Background: an optimization exercise with open tools, aiming at small area, a short achievable clock period and few clock cycles per item. Do not read the settings as production practice. Function was checked by simulation only, so behaviour that the tests miss may differ from the original. Power figures rest on the tool's default switching activity, not on a simulated workload.

==> flow/design.v <==
module frame_cipher (
    input  wire        clk,
    input  wire        rst,           
    input  wire        in_valid,
    output wire        in_ready,
    input  wire [63:0] in_raw,
    input  wire [3:0]  in_len,
    output reg         out_valid,
    output wire [1:0]  out_status,    
    output reg         out_bypass,
    output reg         out_marker_ok,
    output wire        out_sum_ok,
    output wire        out_accept,
    output reg  [63:0] out_d,
    output wire [7:0]  out_opcode,
    output wire [15:0] out_value,
    output wire [1:0]  out_kind
);
    localparam [63:0] KEY    = 64'hC4C6C092_4023DC96;    
    localparam [63:0] SUBC   = 64'h844756D6_07939356;    
    localparam [7:0]  MARKER = 8'h0D;
    function [2:0] perm;
        input [2:0] j;
        case (j)
            3'd0: perm = 3'd2;
            3'd1: perm = 3'd4;
            3'd2: perm = 3'd0;
            3'd3: perm = 3'd7;
            3'd4: perm = 3'd1;
            3'd5: perm = 3'd6;
            3'd6: perm = 3'd5;
            default: perm = 3'd3;
        endcase
    endfunction
    function [7:0] lane;
        input [63:0] w;
        input [2:0]  i;
        lane = w[63 - 8*i -: 8];
    endfunction
    reg [63:0] t1;
    integer j;
    always @(*) begin
        for (j = 0; j < 8; j = j + 1)
            t1[63 - 8*j -: 8] = lane(in_raw, perm(j[2:0])) ^ lane(KEY, j[2:0]);
    end
    wire [63:0] t2 = {t1[2:0], t1[63:3]};
    reg [63:0] t3;
    integer i;
    always @(*) begin
        for (i = 0; i < 8; i = i + 1)
            t3[63 - 8*i -: 8] = lane(t2, i[2:0]) - lane(SUBC, i[2:0]);
    end
    wire        bypass = (lane(in_raw, 3'd4) == MARKER);
    wire [63:0] d      = bypass ? in_raw : t3;
    wire marker_ok = bypass | (lane(t2, 3'd4) == 8'h14);
    function [7:0] sum_bits;
        input [7:0] a, b, c, d, k;
        reg   [7:0] s1, c1, x, y, m, cin;
        integer n;
        begin
            s1 = a ^ b ^ c;
            c1 = {(a[6:0] & b[6:0]) | (a[6:0] & c[6:0]) | (b[6:0] & c[6:0]), 1'b0};
            x  = s1 ^ c1 ^ ~d;
            y  = {(s1[6:0] & c1[6:0]) | (s1[6:0] & ~d[6:0]) | (c1[6:0] & ~d[6:0]), 1'b0};
            m  = k - 8'd1;
            cin[0] = 1'b0;
            for (n = 1; n < 8; n = n + 1)
                cin[n] = (x[n-1] ^ y[n-1]) ? ~m[n-1] : (x[n-1] & y[n-1]);
            sum_bits = ~(x ^ y ^ m ^ cin);
        end
    endfunction
    wire [7:0] sum_bits_plain = sum_bits(lane(in_raw, 3'd0), lane(in_raw, 3'd1),
                                         lane(in_raw, 3'd2), lane(in_raw, 3'd3), 8'h00);
    wire [7:0] sum_bits_dec   = sum_bits(lane(t2, 3'd0), lane(t2, 3'd1),
                                         lane(t2, 3'd2), lane(t2, 3'd3), 8'h4B);
    wire len_ok = (in_len == 4'd8);
    assign in_ready = 1'b1;
    always @(posedge clk) begin
        if (rst)
            out_valid <= 1'b0;
        else
            out_valid <= in_valid;
    end
    reg       len_ok_q;
    reg [7:0] sum_plain_q, sum_dec_q;
    always @(posedge clk) begin
        len_ok_q      <= len_ok;
        out_bypass    <= bypass;
        out_marker_ok <= marker_ok;
        sum_plain_q   <= sum_bits_plain;
        sum_dec_q     <= sum_bits_dec;
        out_d         <= d;
    end
    assign out_sum_ok = out_bypass ? &sum_plain_q : &sum_dec_q;
    assign out_accept = out_marker_ok & out_sum_ok;
    assign out_status = {~len_ok_q, len_ok_q & ~out_accept};
    assign out_opcode = out_d[63:56];
    assign out_value  = out_d[55:40];
    reg [1:0] kind;
    always @(*) begin
        case (out_opcode)
            8'h42:   kind = 2'd0;
            8'h50:   kind = 2'd1;
            8'h41:   kind = 2'd2;
            default: kind = 2'd3;
        endcase
    end
    assign out_kind = kind;
endmodule
export LEC_CHECK = 0
export CAP_MARGIN = 20
export CORE_MARGIN = 2
export CORE_UTILIZATION = 40
export SETUP_SLACK_MARGIN = 3.0
export SLEW_MARGIN = 20
create_clock -name core_clock -period 6.0 [get_ports {clk}]
standard.sh (not shown) runs the stock make flow with config.mk's settings and CLKGATE_MAP_FILE= SYNTH_SCRIPT=/design/flow/synth_recipe.tcl, a recipe that flattens the netlist after the stock synthesis.
==> flow/flow/run.sh <==
#!/bin/bash
# The standard layout, with the port buffers made from a small buffer cell
# instead of the delay buffer buffer_ports picks by default, and a clock tree
# of larger sink clusters without dummy loads.
set -euo pipefail
bash standard.sh 'BUFFER_PORTS_ARGS=-buffer_cell sky130_fd_sc_hd__buf_1' \
  'CTS_ARGS=-sink_clustering_enable -repair_clock_nets -dont_use_dummy_load -sink_clustering_size 30' \
  finish > standard_flow.log 2>&1
The first run completed without violations.
Testbench counts at the start, summed over its fixed seeds: cycles 12,008, items 12,000.
Change:
CORE_UTILIZATION = 65   (was 40)
SETUP_SLACK_MARGIN = 3.4   (was 3.0)
=>
- The new run produced a clean layout
- routed wire length fell by 6.3%
- first-iteration DRC count rose by 18%
- sequential power stays flat
- setup slack gains 67 ps
- clock-buffer cell count stays the same
Change:
CORE_UTILIZATION = 40   (was 65)
After rerunning: Clock power hardly moves; routed wire length goes up by 10%; sequential share of layout area is about the same; final area hardly moves; synthesized area is unchanged; die area goes up by 59%; total power goes down by 1.9%; global-route usage goes down by 9.4 points.

## port drivers added, routing unchanged
In the flow no input, the clock included, has a driving cell. The finished layouts below were timed again as built, in two steps.
Step 1 sets driving cells, clkbuf_16 on the clock port and buf_2 on the other inputs (assumed; they add their load-dependent delay and slew).
Step 2 times the ports against the registers' clock, not the clock port: input delays grow and output delays shrink by t, the midpoint of the rising clock arrivals with the driver on.
a / b / c = ideal / step 1 / step 2; a / b = the first two.
run | t (ns) | setup slack, ns | hold WS [ns] | worst setup path after step 2 | pins driven straight from the clock port
the first run | 0.381 | 3.113 / 3.122 / 2.741 | 1.008 / 0.997 / 1.378 | input to register | 1
the second run | 0.368 | 3.179 / 3.155 / 2.787 | 1.009 / 0.999 / 1.368 | input to register | 1
the third run | 0.377 | 3.258 / 3.260 / 2.883 | 1.002 / 0.992 / 1.369 | input to register | 1
After both steps every run listed still meets setup and hold. For the second run, which loses most, drivers alone change the setup slack by -0.024 ns; drivers and shift together by -0.392 ns.
